From an optimization exercise on the open Yosys and OpenROAD flow, aimed at small area; shortcuts taken in it are not production practice. The RTL was checked by simulation tests, not by an equivalence proof against the original design. Power figures rest on the tool's default switching activity, not on a simulated workload.

<file path="design/flow/config.mk">
export PLATFORM = sky130hd
export DESIGN_NAME = lm15_lge
export DESIGN_NICKNAME = lm15_lge
export VERILOG_FILES = /design/flow/design.v
export SDC_FILE = /design/flow/constraint.sdc
export NUM_CORES = 4
export LEC_CHECK = 0
export CAP_MARGIN = 20
export CORE_MARGIN = 2
export CORE_UTILIZATION = 40
export SLEW_MARGIN = 20
</file>
<file path="design/flow/constraint.sdc">
create_clock -name core_clock -period 10.0 [get_ports {clk}]
set_input_delay 2.0000 -clock core_clock [delete_from_list [all_inputs] [get_ports {clk}]]
set_output_delay 2.0000 -clock core_clock [all_outputs]
set_load 0.01 [all_outputs]
</file>
<file path="design/flow/design.v">
module lm15_lge (
    input  wire        clk,
    input  wire        rst,
    input  wire        cmd_valid,
    input  wire [87:0] cmd_word,
    output wire        busy,
    output reg         ill,
    output wire        lcd_ce,
    output wire        lcd_rs,
    output wire        tx_valid,
    output reg  [7:0]  tx_data,
    input  wire        tx_ready,
    output reg         mem_re,
    output reg  [1:0]  mem_space,
    output wire [15:0] mem_addr,
    input  wire [15:0] mem_rdata
);
    localparam [3:0] K_WIN = 4'd0, K_CON = 4'd1, K_LCD = 4'd2, K_INV = 4'd3,
                     K_STL = 4'd4, K_INL = 4'd5, K_PIX = 4'd6, K_HV  = 4'd7,
                     K_BRS = 4'd8, K_FIL = 4'd9, K_RCT = 4'd10, K_BMB = 4'd11,
                     K_BMT = 4'd12, K_STR = 4'd13;
    localparam [4:0]
        S_IDLE = 5'd0,  S_CTX  = 5'd1,  S_GAP  = 5'd2,  S_DRD  = 5'd3,
        S_DTX  = 5'd4,  S_DSE  = 5'd5,  S_DECC = 5'd6,  S_DECD = 5'd7,
        S_DECB = 5'd8,  S_L1   = 5'd9,  S_L2   = 5'd10, S_L2B  = 5'd11,
        S_L3   = 5'd12, S_L4   = 5'd13, S_L5   = 5'd14, S_L6   = 5'd15,
        S_B1   = 5'd16, S_B2   = 5'd17, S_B3   = 5'd18, S_B4   = 5'd19,
        S_B5   = 5'd20, S_B6   = 5'd21, S_T0   = 5'd22, S_T1   = 5'd23,
        S_T2   = 5'd24, S_T3   = 5'd25, S_T4   = 5'd26, S_T5   = 5'd27,
        S_T6   = 5'd28;
    reg [4:0]  st;
    reg [3:0]  k;
    reg [7:0]  A, B, C, D, I, J;
    reg [15:0] FG, BG, P;
    reg        hl;        
    reg        f0, f1;    
    reg        sy;        
    reg [1:0]  pass;      
    assign busy     = (st != S_IDLE);
    assign lcd_ce   = (st == S_CTX) | (st == S_DRD) | (st == S_DTX);
    assign lcd_rs   = (st != S_CTX);
    assign tx_valid = (st == S_CTX) | (st == S_DTX);
    wire [3:0] idx = I[3:0];
    wire [9:0] err = P[9:0];
    wire fil_like = (k == K_WIN) | (k == K_FIL) | (k == K_HV) | (k == K_BMB) | (k == K_BMT);
    wire rct      = (k == K_RCT);
    wire [7:0] ox0 = (rct & pass == 2'd3) ? C : 8'd0;
    wire [7:0] ox1 = (fil_like | (rct & pass != 2'd2)) ? C : 8'd0;
    wire [7:0] oy0 = (rct & pass == 2'd1) ? D : 8'd0;
    wire [7:0] oy1 = (fil_like | (rct & pass != 2'd0)) ? D : (k == K_STR) ? 8'd7 : 8'd0;
    wire [7:0] lin  = (fil_like | (rct & ~pass[1])) ? C : 8'd0;
    wire [7:0] lout = (fil_like | (rct & pass[1])) ? D : (k == K_STR) ? 8'd7 : 8'd0;
    wire cff = (C == 8'hFF), dff = (D == 8'hFF);
    wire empty = ((k == K_FIL) | (k == K_BMB) | (k == K_BMT)) & (cff | dff)
               | rct & (pass[1] ? dff : cff);
    wire xbyte  = (idx == 4'd1) | (idx == 4'd2) | (idx == 4'd6) | (idx == 4'd7);
    wire second = (idx >= 4'd6);
    reg  [9:0] ax, ay;
    reg        inv, cin;
    wire [9:0] R = ax + (ay ^ {10{inv}}) + {9'd0, cin};
    wire       rzero = (R == 10'd0);
    always @(*) begin
        ax = 10'd0; ay = 10'd0; inv = 1'b0; cin = 1'b0;
        case (st)
            S_DECC: begin ax = {2'b0, C}; inv = 1'b1; end
            S_DECD: begin ax = {2'b0, D}; inv = 1'b1; end
            S_DECB: begin ax = {2'b0, B}; inv = 1'b1; end
            S_CTX: if (k == K_INL) begin
                ax = {2'b0, A}; ay = {2'b0, B};
            end else begin
                ax = {2'b0, xbyte ? A : B};
                ay = {2'b0, xbyte ? (second ? ox1 : ox0) : (second ? oy1 : oy0)};
            end
            S_DTX:  begin ax = {2'b0, (I == 8'd0) ? J : I}; inv = 1'b1; end
            S_L1:   begin ax = {2'b0, C}; ay = {2'b0, A}; inv = 1'b1; cin = 1'b1; end
            S_L2:   begin ax = {2'b0, D}; ay = {2'b0, B}; inv = 1'b1; cin = 1'b1; end
            S_L2B:  begin ax = {2'b0, B}; ay = {2'b0, D}; inv = 1'b1; cin = 1'b1; end
            S_L4:   begin ax = {2'b0, D}; ay = {2'b0, C}; inv = 1'b1; cin = 1'b1; end
            S_L5:   begin ax = {2'b0, f1 ? C : D}; end
            S_L6:   begin ax = err; inv = 1'b1; end
            S_B1:   begin ax = err; ay = {2'b0, C}; end
            S_B2:   begin ax = err; ay = {2'b0, D}; inv = 1'b1; cin = 1'b1; end
            S_B3:   begin ax = err; ay = {2'b0, C}; end
            S_B4:   begin ax = {2'b0, A}; cin = 1'b1; end
            S_B5:   begin ax = {2'b0, B}; inv = sy; cin = ~sy; end
            S_B6:   begin ax = {2'b0, BG[7:0]}; inv = 1'b1; end
            S_T2:   begin ax = {2'b0, C}; ay = {2'b0, mem_rdata[7:0]}; inv = 1'b1; cin = 1'b1; end
            S_DSE:  begin ax = {2'b0, A}; cin = 1'b1; end
            S_T6:   begin ax = {2'b0, C}; cin = 1'b1; end
            default: ;
        endcase
    end
    wire [7:0] V = R[7:0];
    wire [7:0] T = xbyte ? {V[6:0] + 7'd3, second} : V;
    wire       hinib = (idx == 4'd2) | (idx == 4'd4) | (idx == 4'd7) | (idx == 4'd9);
    wire [3:0] nib = hinib ? T[7:4] : T[3:0];
    wire [1:0] tag = second ? idx[1:0] - 2'd2 : idx[1:0] - 2'd1;
    reg [7:0] cbyte;
    reg [3:0] clast;
    always @(*) begin
        clast = 4'd9;
        case (k)
            K_CON: begin
                clast = 4'd2;
                cbyte = (idx == 4'd0) ? 8'hF4 : (idx == 4'd1) ? {4'hB, A[7:4]} : {4'hA, A[3:0]};
            end
            K_LCD: begin
                clast = 4'd1;
                cbyte = (idx == 4'd0) ? 8'hF0 : {7'b1000_000, A[0]};
            end
            K_INV: begin
                clast = 4'd1;
                cbyte = (idx == 4'd0) ? 8'hF0 : (A[0] ? 8'h99 : 8'h91);
            end
            K_STL: begin
                clast = 4'd2;
                cbyte = (idx == 4'd0) ? 8'hF0 : (idx == 4'd1) ? {4'h4, A[3:0]} : {4'h5, A[7:4]};
            end
            K_INL: begin
                clast = 4'd7;
                case (idx[2:0])
                    3'd1: cbyte = {4'h4, A[3:0]};
                    3'd2: cbyte = {4'h5, A[7:4]};
                    3'd4: cbyte = {4'h6, V[3:0]};
                    3'd5: cbyte = {4'h7, V[7:4]};
                    3'd7: cbyte = {6'b1000_00, C[1:0]};
                    default: cbyte = 8'hF5;
                endcase
            end
            default:
                cbyte = (idx == 4'd0) ? 8'hF0 : (idx == 4'd5) ? 8'hF5 : {2'b00, tag, nib};
        endcase
    end
    wire bm = (k == K_BMB) | (k == K_BMT);
    wire [15:0] color = bm ? mem_rdata
                      : ((k == K_STR) & (f0 | ~D[7])) ? BG : FG;
    always @(*) begin
        if (st == S_CTX) tx_data = cbyte;
        else             tx_data = hl ? color[7:0] : color[15:8];
    end
    wire [7:0]  ch = mem_rdata[7:0];
    wire [10:0] gbase = ({3'b0, ch} - 11'd32) * 11'd6;
    wire [10:0] faddr = gbase + ((st == S_T4) ? {3'b0, C} + 11'd1 : 11'd0);
    wire        rd_font = (st == S_T1) | (st == S_T4);
    assign mem_addr = rd_font ? {5'b0, faddr} : P;
    always @(*) begin
        mem_re = 1'b0;
        mem_space = {1'b1, k == K_BMT};
        case (st)
            S_DRD: mem_re = 1'b1;
            S_T0, S_T3: begin mem_re = 1'b1; mem_space = 2'd1; end
            S_T1, S_T4: begin mem_re = 1'b1; mem_space = 2'd0; end
            default: ;
        endcase
    end
    wire [7:0] op = cmd_word[87:80];
    always @(posedge clk) begin
        if (rst) begin
            st  <= S_IDLE;
            ill <= 1'b0;
        end else begin
            if (st != S_CTX && st != S_GAP && st != S_DRD && st != S_DTX)
                I <= 8'd0;
            case (st)
                S_IDLE: begin
                    A  <= (op == 8'h14) ? 8'd0 : cmd_word[79:72];
                    B  <= (op == 8'h14) ? 8'd0 : cmd_word[71:64];
                    C  <= (op == 8'h14) ? 8'd101 : (op == 8'h20) ? 8'd0 : cmd_word[63:56];
                    D  <= (op == 8'h14) ? 8'd80 : cmd_word[55:48];
                    FG <= cmd_word[47:32];
                    BG <= cmd_word[31:16];
                    P  <= cmd_word[15:0];
                    pass <= 2'd0;
                    if (cmd_valid) begin
                        case (op)
                            8'h01: begin k <= K_WIN; st <= S_DECC; end
                            8'h02: begin k <= K_CON; st <= S_CTX; end
                            8'h03: begin k <= K_LCD; st <= S_CTX; end
                            8'h04: begin k <= K_INV; st <= S_CTX; end
                            8'h05: begin k <= K_STL; st <= S_CTX; end
                            8'h06: begin k <= K_INL; st <= S_DECB; end
                            8'h10: begin k <= K_PIX; st <= S_CTX; end
                            8'h11: begin k <= K_HV;  st <= S_L1; end
                            8'h12, 8'h14: begin k <= K_FIL; st <= S_DECC; end
                            8'h13: begin k <= K_RCT; st <= S_DECC; end
                            8'h15: begin k <= K_BMB; st <= S_DECC; end
                            8'h16: begin k <= K_BMT; st <= S_DECC; end
                            8'h20: begin k <= K_STR; st <= S_T0; end
                            default: ill <= 1'b1;
                        endcase
                    end
                end
                S_DECC: begin C <= R[7:0]; st <= S_DECD; end
                S_DECD: begin D <= R[7:0]; st <= S_CTX; end
                S_DECB: begin B <= R[7:0]; st <= S_CTX; end
                S_CTX: if (tx_ready) begin
                    I <= I + 8'd1;
                    if (idx == clast)
                        st <= (k <= K_INL) ? S_IDLE : S_GAP;
                end
                S_GAP: begin
                    I <= lin; J <= lout; hl <= 1'b0;
                    st <= S_DRD;
                end
                S_DRD: st <= empty ? S_DSE : S_DTX;
                S_DTX: begin
                    st <= S_DRD;
                    if (tx_ready) begin
                        hl <= ~hl;
                        if (hl) begin
                            if (bm) P <= P + 16'd1;
                            if (k == K_STR) D <= {D[6:0], 1'b0};
                            if (I == 8'd0) begin
                                if (J == 8'd0) st <= S_DSE;
                                J <= R[7:0];
                                I <= lin;
                            end else
                                I <= R[7:0];
                        end
                    end
                end
                S_DSE: begin
                    case (k)
                        K_RCT: begin
                            pass <= pass + 2'd1;
                            st <= (pass == 2'd3) ? S_IDLE : S_CTX;
                        end
                        K_BRS: st <= (BG[7:0] == 8'd0) ? S_IDLE : S_B1;
                        K_STR: begin
                            A <= R[7:0];
                            if (f0) begin
                                C <= 8'd0;
                                P <= P + 16'd1;
                                st <= S_T0;
                            end else
                                st <= S_T6;
                        end
                        default: st <= S_IDLE;
                    endcase
                end
                S_L1: if (R[9]) begin             
                    A <= C; C <= A; B <= D; D <= B;
                end else begin
                    C <= R[7:0];                  
                    st <= S_L2;
                end
                S_L2: if (R[9]) begin
                    sy <= 1'b1; st <= S_L2B;
                end else begin
                    sy <= 1'b0; D <= R[7:0]; st <= S_L3;
                end
                S_L2B: begin
                    D <= R[7:0];                  
                    if (C == 8'd0) B <= D;        
                    st <= S_L3;
                end
                S_L3: if (D == 8'd0 || C == 8'd0) st <= S_CTX;    
                      else begin k <= K_BRS; st <= S_L4; end
                S_L4: begin f1 <= R[9]; st <= S_L5; end           
                S_L5: begin
                    P[9:0]  <= {3'b0, R[7:1]};
                    BG[7:0] <= R[7:0];
                    st <= f1 ? S_CTX : S_L6;
                end
                S_L6: begin P[9:0] <= ~R; st <= S_CTX; end
                S_B1: begin f0 <= ~R[9] & ~rzero; st <= S_B2; end
                S_B2: begin f1 <= R[9]; if (f0) P[9:0] <= R; st <= S_B3; end
                S_B3: begin if (f1) P[9:0] <= R; st <= S_B4; end
                S_B4: begin if (f0) A <= R[7:0]; st <= S_B5; end
                S_B5: begin if (f1) B <= R[7:0]; st <= S_B6; end
                S_B6: begin BG[7:0] <= R[7:0]; st <= S_CTX; end
                S_T0: st <= S_T1;
                S_T1: st <= (ch == 8'd0) ? S_IDLE : S_T2;
                S_T2: begin f0 <= rzero; st <= rzero ? S_CTX : S_T3; end
                S_T3: st <= S_T4;
                S_T4: st <= S_T5;
                S_T5: begin D <= ch; st <= S_CTX; end
                S_T6: begin C <= R[7:0]; st <= S_T0; end
                default: st <= S_IDLE;
            endcase
        end
    end
endmodule
</file>
<file path="design/flow/run.sh">
#!/bin/bash
# synth_recipe.tcl (not shown) runs the flow's synth.tcl, then flattens the netlist and writes it again
# the make line also repeats each setting of config.mk as NAME=value (left out here)
make -C /OpenROAD-flow-scripts/flow DESIGN_CONFIG=/design/flow/config.mk WORK_HOME=/design/flow/orfs CLKGATE_MAP_FILE= SYNTH_SCRIPT=/design/flow/synth_recipe.tcl finish
</file>
==> results_dict.tcl <==
set metrics [dict create \
    finClkSkew_ns 0.0249 \
    maxSlewViolCount 0 \
    clkTransAtPathRegs_ns 0.09 \
    fin_cells 1828 \
    async_flop_share_pct 0 \
    fin_util_pct 48.0 \
    worstSetupStartpoint "I[1]" \
    synth_compound_area_share_pct 30.9 \
    synth_top_family_by_area "compound AO/OA/AOI/OAI gates" \
    fin_nets 1596 \
    finalHoldViolations 0 \
    multiInputGateArea_um2 7300 \
    setup_viol 0 \
    post_cts_buffers 0 \
    max_freq_mhz 116 \
    viasPerCell 6.77 \
    seq_area_frac_synth_pct 29.7 \
    timing.rr.end "D[0]" \
    ctsHoldBuffers 0 \
    drv_cap 0 \
    ir_drop_mv 0.0910 \
    firstDrtPassIters 8 \
    p_leak_uw 0.00473 \
    synth_edf_count 106 \
    worst-setup-path-type "reg -> out" \
    cts_buffers 9 \
    dp_cells 1811 \
    core_area_um2 27600 \
    fp.dieW_um 171 \
    finalCriticalPeriod_ns 8.60 \
    clock_tree.root_cell "clkbuf_16" \
    tns_ns 0 \
    endpoint_kind "output pin" \
    syn2layout_area_growth_pct 18.7 \
    insertion_delay_ns 0.38 \
    syn_nets 1512 \
    hp-class "reg -> reg" \
    crit_family "simple AND/OR/NAND/NOR gates" \
    max_stage_delay_ns 0.57 \
    synth_mux_area_share_pct 4.15 \
    finalCritPeriodShare_pct 86.0 \
    holdPathEnd "ill" \
    r2r_setup_slack_ns 3.56 \
    arrival_ns 6.60 \
    outcome "no timing/DRC/antenna violations" \
    whs_path_depth 2 \
    register_area_um2 3300 \
    start_kind "flip-flop" \
    cts_tree "yes" \
    start_util_pct 40.4 \
    crit_chain "inv_1, ha_1, nor2b_1, a211oi_1, nor2_1, nor2_1, buf_4, a31o_2, a221oi_1, xnor2_1, ha_1, or3b_2, o211ai_1, or3b_1, nand3_1, mux2i_1, o211ai_1, a21oi_1, clkdlybuf4s50_1" \
    yosysUniqueCellTypes 86 \
    critPathMaxFanout 15 \
    tightest_slew_ns 1.16 \
    wl_mm 53.5 \
    yosys.area_share.adder_pct 5.22 \
    routedWlPerCell_um 29.3 \
    synth.cell_area_um2 11100 \
    crit_slowest_cell "edfxtp_1" \
    portBuffers 139 \
    worstRegToRegCells 15 \
    cts_resized 0 \
    critPathBufInv 3 \
    slew_headroom_pct 22.6 \
    die_area_um2 29200 \
    first_global_vias 11519 \
    drc_errors 0 \
    r2r_start "st[1]" \
    ant_nets 0 \
    yosysTopAreaCellShare_pct 28.6 \
    yosys-top-cells-area "edfxtp_1 (29%), ha_1 (4.5%), o21ai_0 (4.5%)" \
    first_iter_violations 2297 \
    grt_pass1_wl_mm 77.4 \
    power_density_nw_per_um2 93.5 \
    fin_total_pwr_uw 1240 \
    yosysTopAreaCell "edfxtp_1" \
    rsz0062_at_grt "no" \
    synth.most_common_cell "nand2_1" \
    cts.sinks 112 \
    num_vias 12369 \
    ys_seq_elements 112 \
    antenna_found_initial 2 \
    syn-mean-instance-area_um2 8.18 \
    grt_max_degree 39 \
    clock_path_buffers 2 \
    ys_top_cells_by_count "nand2_1 (131), nor2_1 (122), edfxtp_1 (106)" \
    min_from "ill" \
    io_pins 140 \
    n_fill_cell 2740 \
    yosysWarnings 1 \
    ys.flop_type "edfxtp_1" \
    yosys.area_share.simple_pct 20.5 \
    hpwl_mm 40.7 \
    num_rows 61 \
    syn_inst 1360 \
    die_y_um 171 \
    htree_levels 3 \
    synth_xor_area_share_pct 4.31 \
    grt_usage_pct 36.4 \
    grt_overflow 0 \
    place.gp.congestion 1.02 \
    drive_above_1_share_pct 7.04 \
    crit_required_ns 8.00 \
]
[worst reg2reg max path, stage by stage (launching register included)]
cell,delay [ns]
dfxtp_1,0.31
buf_4,0.35
nand2b_1,0.46
or3_1,0.41
o21ai_0,0.15
buf_4,0.23
a222oi_1,0.56
o211ai_1,0.23
a2111o_1,0.46
ha_1,0.32
a211oi_1,0.58
o21a_1,0.27
o21ai_2,0.12
xnor2_2,0.33
a221o_1,0.42
nor2_1,0.84
[cell type report]
class	count	area share (%)
Antenna cell	1	0.0189
Clock buffer	9	1.70
Clock inverter	7	0.407
Inverter	49	1.39
Multi-Input combinational cell	1096	55.3
Sequential cell	112	25.0
Tap cell	378	3.58
Timing Repair Buffer	176	12.6
[through the flow]
step	hold WS (ns)	setup slack [ns]	cell area, um^2
after floorplan	0.502	2.88	11100
after global placement	0.452	1.56	12900
after detailed placement	0.457	1.57	12900
after CTS	0.481	1.55	13200
after global routing	0.575	1.00	13200
final	0.483	1.40	13200
[sequential cells by signal (all words and copies together) (netlist names)]
signal  cells
BG         16
FG         16
P          16
A           8
B           8
C           8
D           8
I           8
J           8
st          5
k           4
pass        2
f0          1
f1          1
hl          1
ill         1
sy          1
[worst max-delay path by stage]
stage,slack [ns],to,cells past startpoint
5_1_grt,1.0,tx_data[3],17
4_1_cts,1.55,tx_data[1],20
2_1_floorplan,2.88,tx_data[1],15
3_3_place_gp,1.56,tx_data[1],17
3_5_place_dp,1.57,tx_data[1],17
6_report,1.40,tx_data[3],19
[where the power goes]
group,total [uW],switching (uW),internal [uW]
combinational,278,156,123
clock,369,197,172
sequential,588,47.2,541
total,1240,400,836
[logic make-up (layout without fill, tap and decap cells)]
family | Yosys count | in the layout
AOI/OAI and AO/OA | 497 | 497
xor gates and xnor gates | 53 | 53
adders and majority gates | 44 | 44
buffers and inverters | 152 | 241
DFF | 112 | 112
muxes | 33 | 33
other | 0 | 1
and+or+nand+nor | 469 | 469
[layer usage]
layer	vias to the layer above	part of all wire, %	track usage [%]
met2	906	43	55.6
met3	150	11	7.40
met5	-	0.024	0
li1	5422	-	-
met4	2	5.1	16.6
met1	5889	40	49.6
[placed cells by master (no fill, tap or decap), types with 22 or more instances in the layout]
| cell | Yosys | final |
|---|---|---|
| xor2_1 | 22 | 22 |
| nand3_1 | 45 | 45 |
| o21ai_0 | 99 | 98 |
| a211oi_1 | 23 | 23 |
| o211ai_1 | 31 | 31 |
| nand2b_1 | 22 | 22 |
| ha_1 | 40 | 40 |
| a221oi_1 | 23 | 23 |
| nand2_1 | 131 | 131 |
| nor2_1 | 122 | 121 |
| a22oi_1 | 32 | 32 |
| a21oi_1 | 98 | 98 |
| inv_1 | 47 | 47 |
| xnor2_1 | 29 | 29 |
| a222oi_1 | 30 | 30 |
| clkdlybuf4s50_1 | 0 | 139 |
| edfxtp_1 | 106 | 106 |
| nor3_1 | 34 | 31 |
| buf_4 | 0 | 37 |

re-timing with driven ports:
The flow's constraints put no driver on any port. The routed layout listed below was extracted and timed again, unchanged, in two steps.
Step 1 sets driving cells, clkbuf_16 on the clock port and buf_2 on the other inputs (assumed; they add their load-dependent delay and slew).
Step 2 also shifts input and output timing later by t, the mid clock arrival at the registers, as if the neighbouring blocks saw the same clock.
Three values: no drivers, after step 1, after step 2; two values: the first two.
t, ns: 0.420
setup slack, ns: 1.397 / 1.345 / 1.486
worst hold slack (ns): 0.483 / 0.483 / 0.483
worst data-port slew with drivers (ns): 0.08
After both steps this run still meets setup and hold. The setup slack of this run moves by -0.052 ns with the drivers and by +0.089 ns with both steps.
